This design comes from an exercise in tuning for small area on the open sky130 flow, not from production work.
Function was checked by simulation only, so behaviour that the tests miss may differ from the original.
Power is estimated from default activity; no workload was simulated.

### design/flow/config.mk
export PLATFORM = sky130hd
export DESIGN_NAME = dcpu16_core
export DESIGN_NICKNAME = dcpu16_core
export VERILOG_FILES = /design/flow/design.v
export SDC_FILE = /design/flow/constraint.sdc
export NUM_CORES = 4
export LEC_CHECK = 0
export ABC_AREA = 1
export CAP_MARGIN = 20
export CORE_MARGIN = 2
export CORE_UTILIZATION = 40
export PLACE_DENSITY = 0.6
export SLEW_MARGIN = 20
### design/flow/constraint.sdc
create_clock -name core_clock -period 33.0 [get_ports {clk}]
set_input_delay 6.6000 -clock core_clock [delete_from_list [all_inputs] [get_ports {clk}]]
set_output_delay 6.6000 -clock core_clock [all_outputs]
set_load 0.01 [all_outputs]
### design/flow/design.v
module dcpu16_core (
    input  wire         clk,
    input  wire         rst,         
    input  wire         start,       
    output wire         busy,        
    output reg          mem_req,
    output reg          mem_we,
    output reg  [15:0]  mem_addr,
    output wire [15:0]  mem_wdata,
    input  wire         mem_ready,
    input  wire [15:0]  mem_rdata,
    output wire [127:0] regs,        
    output wire [15:0]  pc,
    output wire [15:0]  sp,
    output wire         o
);
    localparam [3:0] S_IDLE  = 4'd0,
                     S_FETCH = 4'd1,
                     S_RES   = 4'd2,
                     S_POP2  = 4'd3,
                     S_NW    = 4'd4,
                     S_RD    = 4'd5,
                     S_EXEC  = 4'd6,
                     S_LOOP  = 4'd7,    
                     S_POST  = 4'd9,    
                     S_DFIN  = 4'd10,   
                     S_WN    = 4'd8,    
                     S_WB    = 4'd12,
                     S_WW    = 4'd11,   
                     S_SKIP  = 4'd13,
                     S_END   = 4'd14,
                     S_PREP  = 4'd15;   
    reg [15:0] gpr [0:7];
    reg [15:0] pc_r;
    reg [15:0] sp_r;
    reg        o_r;
    reg [3:0]  st;
    reg [9:0]  ir;           
    reg        which;
    reg [3:0]  cnt;
    reg [15:0] X, Y, H;
    reg        sgn;
    reg [1:0]  bk;           
    wire [3:0] op   = ir[3:0];
    wire [5:0] ca   = ir[9:4];
    wire [5:0] cb   = Y[15:10];
    wire [5:0] code = which ? cb : ca;
    assign busy = (st != S_IDLE);
    assign regs = {gpr[7], gpr[6], gpr[5], gpr[4], gpr[3], gpr[2], gpr[1], gpr[0]};
    assign pc   = pc_r;
    assign sp   = sp_r;
    assign o    = o_r;
    assign mem_wdata = X;
    reg p_pc, p_sp, p_gpr, p_x, p_hs;           
    reg q_y, q_rd, q_one, q_two, q_lit, q_o;    
    reg sub;                                    
    reg ld_v, ld_a;                             
    reg ld_x, ld_y, ld_h, ld_pc, ld_sp, ld_gpr;
    reg shl_step;
    reg o_ld;  reg o_nx;
    reg [3:0]  st_nx;
    reg        which_nx;
    reg        cnt_clr, cnt_inc;
    reg [2:0]  gi;                              
    wire [15:0] gval = gpr[gi];
    wire [15:0] P = ({16{p_pc}}  & pc_r)
                  | ({16{p_sp}}  & sp_r)
                  | ({16{p_gpr}} & gval)
                  | ({16{p_x}}   & X)
                  | ({16{p_hs}}  & {H[14:0], hs_lsb});
    wire [15:0] Q = ({16{q_y}}   & Y)
                  | ({16{q_rd}}  & mem_rdata)
                  | {14'd0, q_two, q_one}
                  | ({16{q_lit}} & {11'd0, code[4:0]})
                  | {15'd0, q_o & o_r};
    wire [15:0] Qx = Q ^ {16{sub}};
    reg  [15:0] res, co;
    reg         ci;
    integer b;
    always @(*) begin
        for (b = 0; b < 16; b = b + 1) begin
            ci = (b == 0) ? sub : co[b-1];
            res[b] = P[b] ^ Qx[b] ^ ci;
            co[b]  = (P[b] & Qx[b]) | (P[b] & ci) | (Qx[b] & ci);
        end
    end
    wire        cout = co[15];
    wire zero = (res == 16'd0);
    wire big   = (Y[15:4] != 12'd0);
    wire is_dm = (op == 4'd5) | (op == 4'd6);
    wire is_lg = (op == 4'd9) | (op == 4'd10) | (op == 4'd11) | (op == 4'd15);
    wire bitop = (op == 4'd10) ? (X[15] | H[15]) :
                 (op == 4'd11) ? (X[15] ^ H[15]) : (X[15] & H[15]);
    wire hs_lsb = X[15] & (op != 4'd4);
    wire sh_en = (op == 4'd7) ? (big | (cnt < Y[3:0])) :
                 (op == 4'd8) ? (!big & (cnt >= Y[3:0])) : 1'b1;
    wire nsgn  = H[15] ^ cout ^ sub;
    wire qbit  = is_dm ? ~nsgn : (is_lg & bitop);
    wire c_reg  = (code[5:3] == 3'd0);
    wire c_ind  = (code[5:3] == 3'd1);
    wire c_idx  = (code[5:3] == 3'd2);
    wire c_lit  = code[5];
    wire d_mem  = (ca[5:3] == 3'd1) || (ca[5:3] == 3'd2) || (ca == 6'd24) ||
                  (ca == 6'd25) || (ca == 6'd26) || (ca == 6'd30);
    wire c_nw   = c_idx || (code == 6'd30) || (code == 6'd31);
    always @(*) begin
        p_pc = 0; p_sp = 0; p_gpr = 0; p_x = 0; p_hs = 0;
        q_y = 0; q_rd = 0; q_one = 0; q_two = 0; q_lit = 0; q_o = 0;
        sub = 0;
        ld_v = 0; ld_a = 0;
        ld_x = 0; ld_y = 0; ld_h = 0; ld_pc = 0; ld_sp = 0; ld_gpr = 0;
        shl_step = 0;
        o_ld = 0; o_nx = 0;
        st_nx = st;
        which_nx = which;
        cnt_clr = 0; cnt_inc = 0;
        gi = code[2:0];
        mem_req = 0; mem_we = 0; mem_addr = Y;
        case (st)
            S_IDLE: begin
                ld_h = 1;             
                cnt_clr = 1;
                if (start) st_nx = S_FETCH;
            end
            S_FETCH: begin
                mem_req = 1; mem_addr = pc_r;
                q_rd = 1; ld_y = 1;   
                which_nx = 1'b0;
                if (mem_ready) st_nx = S_RES;
            end
            S_RES: begin
                if (c_lit) begin
                    q_lit = 1; ld_v = 1;
                end else if (c_reg) begin
                    p_gpr = 1; ld_v = 1;
                end else if (c_ind) begin
                    p_gpr = 1; ld_a = 1; st_nx = S_RD;
                end else if (c_nw) begin
                    p_pc = 1; q_one = 1; ld_pc = 1; st_nx = S_NW;
                end else begin
                    case (code[2:0])
                        3'd0: begin p_sp = 1; ld_a = 1; st_nx = S_POP2; end        
                        3'd1: begin p_sp = 1; ld_a = 1; st_nx = S_RD; end          
                        3'd2: begin p_sp = 1; q_one = 1; sub = 1; ld_a = 1;        
                                    ld_sp = 1; st_nx = S_RD; end
                        3'd3: begin p_sp = 1; ld_v = 1; end                        
                        3'd4: begin p_pc = 1; ld_v = 1; end                        
                        default: begin q_o = 1; ld_v = 1; end                      
                    endcase
                end
            end
            S_POP2: begin
                p_sp = 1; q_one = 1; ld_sp = 1; st_nx = S_RD;
            end
            S_NW: begin
                mem_req = 1; mem_addr = pc_r;
                q_rd = 1;
                if (code == 6'd31) begin
                    ld_v = mem_ready;
                end else begin
                    p_gpr = !code[3];      
                    ld_a = mem_ready;
                    if (mem_ready) st_nx = S_RD;
                end
            end
            S_RD: begin
                mem_req = 1;
                q_rd = 1;
                ld_v = mem_ready;
            end
            S_EXEC: begin
                p_x = 1; q_y = 1;
                case (op)
                    4'd0: st_nx = S_END;
                    4'd1: begin p_x = 0; ld_x = 1; st_nx = S_WB; end
                    4'd2: begin ld_x = 1; o_ld = 1; o_nx = cout; st_nx = S_WB; end
                    4'd3: begin sub = 1; ld_x = 1; o_ld = 1; o_nx = !cout; st_nx = S_WB; end
                    4'd4, 4'd5, 4'd6, 4'd7, 4'd8: st_nx = S_LOOP;
                    4'd9, 4'd10, 4'd11, 4'd15: begin p_x = 0; ld_h = 1; st_nx = S_LOOP; end   
                    4'd12: begin sub = 1; st_nx = zero ? S_END : S_SKIP; end
                    4'd13: begin sub = 1; st_nx = zero ? S_SKIP : S_END; end
                    default: begin sub = 1; st_nx = (zero || !cout) ? S_SKIP : S_END; end   
                endcase
            end
            S_LOOP: begin
                p_hs = 1;
                q_y = is_dm | (op == 4'd4 & X[15]);
                sub = is_dm & ~sgn;
                cnt_inc = 1;
                shl_step = sh_en;
                if (cnt == 4'd15) begin
                    st_nx = S_POST;
                    if (op == 4'd4 || op == 4'd6 || op == 4'd8) ld_x = 1;
                    if (op == 4'd8) p_hs = !big;
                end
            end
            S_POST: begin
                case (op)
                    4'd4, 4'd7: begin o_ld = 1; o_nx = sgn; st_nx = S_WB; end
                    4'd8: begin o_ld = 1; o_nx = 1'b0; st_nx = S_WB; end
                    4'd5: st_nx = S_DFIN;
                    4'd6: begin p_x = 1; q_y = sgn; ld_x = 1; st_nx = S_DFIN; end   
                    4'd15: begin p_x = 1; st_nx = zero ? S_SKIP : S_END; end   
                    default: st_nx = S_WB;     
                endcase
            end
            S_DFIN: begin
                q_y = 1;
                if (zero) ld_x = 1;
                o_ld = 1; o_nx = (op == 4'd5) & zero;
                st_nx = S_WB;
            end
            S_WB: begin
                p_x = 1;
                st_nx = S_END;
                if (c_reg) ld_gpr = 1;
                else if (ca == 6'd27) ld_sp = 1;
                else if (ca == 6'd28) begin q_one = 1; ld_pc = 1; st_nx = S_IDLE; end
                else if (ca == 6'd29) begin o_ld = 1; o_nx = !zero; end
                else if (d_mem) begin
                    p_x = 0; ld_y = 1; st_nx = S_WW;
                    if (c_ind) p_gpr = 1;                       
                    else if (c_nw) begin                        
                        p_pc = 1; sub = 1;                      
                        q_one = (bk == 2'd1); st_nx = S_WN;
                    end else begin                              
                        p_sp = 1;
                        if (ca[1:0] == 2'b00) begin             
                            if (bk == 2'd2) begin sub = 1; q_two = 1; end
                            else if (bk != 2'd3) begin sub = 1; q_one = 1; end
                        end else begin                          
                            if (bk == 2'd2) begin sub = 1; q_one = 1; end
                            else if (bk == 2'd3) q_one = 1;
                        end
                    end
                end
            end
            S_WN: begin
                mem_req = 1; q_rd = 1; p_gpr = c_idx;
                if (mem_ready) begin ld_y = 1; st_nx = S_WW; end
            end
            S_WW: begin
                mem_req = 1; mem_we = 1;
                if (mem_ready) st_nx = S_END;
            end
            S_SKIP: begin
                p_pc = 1; q_one = 1; ld_pc = 1; st_nx = S_END;
            end
            S_END: begin
                p_pc = 1; q_one = 1; ld_pc = 1; st_nx = S_IDLE;
            end
            S_PREP: begin
                mem_req = 1; mem_addr = X; q_rd = 1; ld_x = mem_ready;
                if (mem_ready) st_nx = S_EXEC;
            end
            default: st_nx = S_IDLE;
        endcase
        if (ld_v) begin
            if (which) begin ld_y = 1; which_nx = 1'b0; st_nx = d_mem ? S_PREP : S_EXEC; end
            else begin ld_x = 1; which_nx = 1'b1; st_nx = S_RES; end
        end
        if (ld_a) begin
            if (which) ld_y = 1; else ld_x = 1;
        end
        if (!which && st_nx == S_RD) begin
            which_nx = 1'b1; st_nx = S_RES;
        end
    end
    wire [15:0] wdat = res & {16{~rst}};
    integer k;
    always @(posedge clk) begin
        for (k = 0; k < 8; k = k + 1)
            if (rst || (ld_gpr && gi == k[2:0])) gpr[k] <= wdat;
        if (rst || ld_pc) pc_r <= wdat;
        if (rst || ld_sp) sp_r <= wdat;
        if (rst || o_ld)  o_r  <= o_nx & ~rst;
    end
    always @(posedge clk) begin
        if (rst) st <= S_IDLE;
        else     st <= st_nx;
        which <= which_nx;
        if (cnt_clr) cnt <= 4'd0;
        else if (cnt_inc) cnt <= cnt + 4'd1;
        if (st == S_FETCH) ir <= mem_rdata[9:0];
        if (st == S_RES && which)
            bk <= c_nw ? 2'd1 : (code == 6'd24) ? 2'd2 : (code == 6'd26) ? 2'd3 : 2'd0;
        if (ld_x) X <= res;
        else if (shl_step) X <= {X[14:0], qbit};
        if (ld_y) Y <= res;
        if (ld_h) H <= res;
        else if (shl_step) H <= res;
        if (st == S_IDLE) sgn <= 1'b0;
        else if (shl_step) sgn <= (op == 4'd4) ? (sgn | H[15] | cout) :
                                  (op == 4'd7) ? (sgn | X[15]) : nsgn;
    end
endmodule
### design/flow/flow/run.sh
#!/bin/bash
# Own flow: the standard layout (standard.sh) with three changes.
#  1. Synthesis is the standard one, except that ABC maps the logic with an
#     area-oriented script (flow/abc_area.script in place of ORFS's own).
#     ABC does not touch registers: their names and cells are unchanged.
#  2. Port buffers are buf_1 cells (every port still gets its own buffer).
#  3. Clock tree: clkbuf_16 leaf buffers for sink clusters of up to 25,
#     smaller tree and root buffers, no dummy loads.
# Each step's full output goes to a log file in the work folder.
set -euo pipefail
W=$PWD
rm -rf "$W/scripts_abc"
cp -r "$FLOW_HOME/scripts" "$W/scripts_abc"
cp "$W/flow/abc_area.script" "$W/scripts_abc/abc_area.script"
bash standard.sh SCRIPTS_DIR="$W/scripts_abc" synth > "$W/flow_synth.log" 2>&1
bash standard.sh \
  "BUFFER_PORTS_ARGS=-buffer_cell sky130_fd_sc_hd__buf_1" \
  "CTS_ARGS=-sink_clustering_enable -repair_clock_nets -dont_use_dummy_load -buf_list sky130_fd_sc_hd__clkbuf_16 -sink_clustering_size 25 -sink_clustering_max_diameter 100 -tree_buf sky130_fd_sc_hd__clkbuf_2 -root_buf sky130_fd_sc_hd__clkbuf_4" \
  finish > "$W/flow_finish.log" 2>&1
### design/flow/flow/abc_area.script
strash
&get -n; &fraig -x; &put
dc2; dc2
&get -n; &dch -f; &nf -R 1000 -p -F 10 -A 10; &put
### design/flow/standard.sh
#!/bin/bash
# synth_recipe.tcl (not shown) runs the flow's synth.tcl, then flattens the netlist and writes it again
# the make line also repeats each setting of config.mk as NAME=value (left out here)
make -C /OpenROAD-flow-scripts/flow DESIGN_CONFIG=/design/flow/config.mk WORK_HOME=/design/flow/orfs CLKGATE_MAP_FILE= SYNTH_SCRIPT=/design/flow/synth_recipe.tcl "${@:-finish}"
==> impl_metrics.yaml <==
routing:
  highest_layer: "met4"
  wirelength_mm: 38.1
  vias: 8951
  met1_length_mm: 14.6
  ant_nets: 0
  wl_met2_mm: 17.5
  dr.pass1.iters: 10
  drt_iter0_markers: 1325
  met3_length_mm: 4.15
  wl_per_cell_um: 26.8
  drc: 0
  routed_via_density: 6.30
final_layout:
  fin_util: 0.475
  fin_cells: 1421
  n_fill_cell: 2427
  finalInstanceArea_um2: 12400
  syn_to_final_growth_pct: 16.8
  nets: 1128
  drive_above_1_share: 0.0498
run_status:
  status: "no timing/DRC/antenna violations"
cts:
  clockRootBuffer: "clkbuf_4"
  cts_tree: "built"
  post_cts_buffers: 0
  cts_buffer_depth: 3
  clkTransAtPathRegs_ps: 100
  cts-resized-gates: 0
  numCtsBuffers: 13
  clkSinkCount: 231
  hold_buffers: 0
  clock_latency_ps: 690
  htreeDepth: 1
place:
  numPortBuffers: 215
  gp_congestion: 0.950
  dp_hpwl_mm: 26.5
  dpl.cell_count: 1405
  place_area_um2: 12100
synth:
  synth_xor_area_frac: 0.0165
  syn_nets: 867
  yosysSeqAreaShare: 0.645
  synth-seq-cells: 231
  synth_ff_type: "edfxtp_1"
  yosysTopAreaCell: "edfxtp_1"
  ys_warn_count: 2
  synth.top_cell.area_share: 0.626
  synth.mux.area_fraction: 0.00885
  yosysUniqueCellTypes: 53
  synthAdderAreaFrac: 0.0366
  synth.avg_cell_area_um2: 12.9
  synthTopCellsByArea: "edfxtp_1 (63%), a222oi_1 (5.2%), nand2_1 (3.5%)"
  synth_top_family_by_area: "compound AO/OA/AOI/OAI gates"
  synth-edff-count: 221
  synth_cells: 825
  yosys.area_share.simple: 0.123
  synth_area_um2: 10600
  async_flop_share: 0
  synth_compound_area_frac: 0.155
global_routing:
  grt_pass1_vias: 8577
  grt_max_degree: 32
  grt_pass1_wl_mm: 55.4
  antenna_found_initial: 2
  grt_use_total: 0.265
  grt-ovfl-total: 0
sta:
  setup_violations: 0
  post-route-period-util: 0.482
  tightestPinTransition_ps: 1090
  rsz0062_at_grt: "no"
  slew_viol_final: 0
  fmax_mhz: 62.8
  finalHoldViolations: 0
  relSlewSlack: 0.273
  clock_skew_ps: 117
  hold_slack_ps: 510
  setup_tns_ps: 0
  post-route-min-period_ps: 15920
worst_setup_path:
  crit_type: "input pin to register"
  cp_max_fo: 31
  crit_arrival_ps: 16150
  critPathCaptureType: "register"
  cp-start-kind: "input pin"
  crit_slowest_cell: "nand2_1"
  slowest_delay_ps: 750
  cp.required_ps: 33230
  crit_top_cell: "fa_1"
power:
  sequentialPowerShare: 0.468
  vdd_drop_max_mv: 0.0475
  p_int_uw: 685
  static-leakage-power_uw: 0.00414
  comb_power_share: 0.410
  power.share.switching: 0.434
  clkPwrFrac: 0.122
  power.density_nw_per_um2: 97.7
  switchingPower_uw: 525
die:
  coreArea_um2: 26100
  dieArea_um2: 27800
  floorplan.initialDensity: 0.407
  io_pins: 216
  chipHeight_um: 167
  fp.dieW_um: 167
  rows: 59
flow_run:
  maxCapViolations: 0
hold_path:
  hold_path_class: "register to register"
-- worst max-delay path: cells and delay by family --
family / cells / cell delay [ps]
buf+inv: 7 / 760
simple gates: 6 / 2100
compound gates: 4 / 1120
fa+ha+maj: 15 / 5560
-- power by group through the flow --
stage	registers, uW	logic, uW	clock network (uW)
floorplan	579	233	0
global placement	568	486	0
detailed placement	569	489	0
CTS	563	491	148
global route	578	531	157
finish	566	496	147
-- state kept, by name (all words and copies together), names as in the netlist --
register,cells
H,16
which,1
pc_r,16
bk,2
X,16
sgn,1
cnt,4
gpr,128
st,4
sp_r,16
o_r,1
ir,10
Y,16
-- path summary, 6_finish.rpt --
check / from / end / slack (ps) / cells past startpoint
max reg2reg: st[1] / X[8] / 20360 / 35
min reg2reg: cnt[0] / cnt[0] / 510 / 2
max: mem_rdata[0] / X[8] / 17080 / 32
min: cnt[0] / cnt[0] / 510 / 2
-- cell families after synthesis --
group	after synthesis
AOI/OAI and AO/OA	221
xor gates and xnor gates	20
adders and majority gates	22
buffers and inverters	42
DFF	231
muxes	9
and+or+nand+nor	280
-- Yosys cell counts, types with 2 or more instances --
master and number:
nand3b_1 4, nand4b_1 2, a31oi_1 7, o21ai_0 44, a221oi_1 7, nor2b_1 10
o22ai_1 3, or2_0 3, a2111oi_0 2, o2111ai_1 2, and3_1 3, fa_1 15
edfxtp_1 221, o41ai_1 2, nand3_1 31, xnor2_1 7, nor4b_1 3, a31o_1 9
nor3_1 16, xor2_1 13, mux2i_1 6, a22oi_1 34, or3_1 2, nor2_1 68
nand2b_1 13, dfxtp_1 10, a21oi_1 31, a222oi_1 55, clkinv_1 42, nor4_1 6
a21o_1 2, nand2_1 98, mux2_1 3, nand4_1 8, or4_1 7, a211oi_1 3
ha_1 7, and2_0 5, o211ai_1 4, a22o_1 4
-- final cells by class --
cell class / count / area, um^2 / area share
multi-input cells: 552 / 3640 / 0.294
flip-flops and latches: 231 / 6840 / 0.552
repair buffers: 246 / 1050 / 0.0849
inverters: 42 / 158 / 0.0127
clock buffers: 13 / 273 / 0.0220
diodes: 2 / 5.00 / 0.000404
well taps: 335 / 419 / 0.0339
-- metrics by stage --
step / setup WS, ps / total power, uW
2_1_floorplan: 17110 / 812
3_3_place_gp: 16830 / 1050
3_5_place_dp: 16670 / 1060
4_1_cts: 17240 / 1200
5_1_grt: 16700 / 1270
6_report: 17080 / 1210
-- layer usage --
metal  vias up  track usage
met4         0        0.124
met3       105       0.0535
met5         -            0
li1       3824            -
met1      4416        0.356
met2       606        0.416
-- placed cells by master (no fill, tap or decap), types with 5 or more instances in the layout --
cell type / count
nand4_1: 8
clkinv_1: 42
nor3_1: 16
mux2i_1: 6
nand2_1: 98
clkbuf_16: 10
a21oi_1: 31
xor2_1: 13
buf_1: 215
nor2b_1: 9
or4_1: 7
dfxtp_1: 10
ha_1: 7
a222oi_1: 55
and2_0: 5
a31o_1: 6
xnor2_1: 7
nor2_1: 65
a22oi_1: 34
o21ai_0: 43
a221oi_1: 7
nand3_1: 31
nor4_1: 6
nand2b_1: 13
fa_1: 15
edfxtp_1: 221
buf_4: 29
a31oi_1: 6

## static timing again, ports no longer ideal
How much do the figures lean on ideal ports? The routed layout below was timed once more, with nothing changed but the port constraints.
Step 1 assumes that a clkbuf_16 drives the clock port and a buf_2 every other input.
Step 2, shift: input delay + t, output delay - t, t = (earliest + latest rising clock arrival at the registers) / 2. This alone moves slack from input paths to output paths.
a / b / c = ideal ports / drivers / drivers and shift; a / b = the first two.
t (ns): 0.676
slack for setup (ns): 17.082 / 17.099 / 16.423
cell pins on the clock port's net: 1
After both steps setup and hold are still met in this run. For this run, drivers alone change the setup slack by +0.017 ns; drivers and shift together by -0.659 ns.
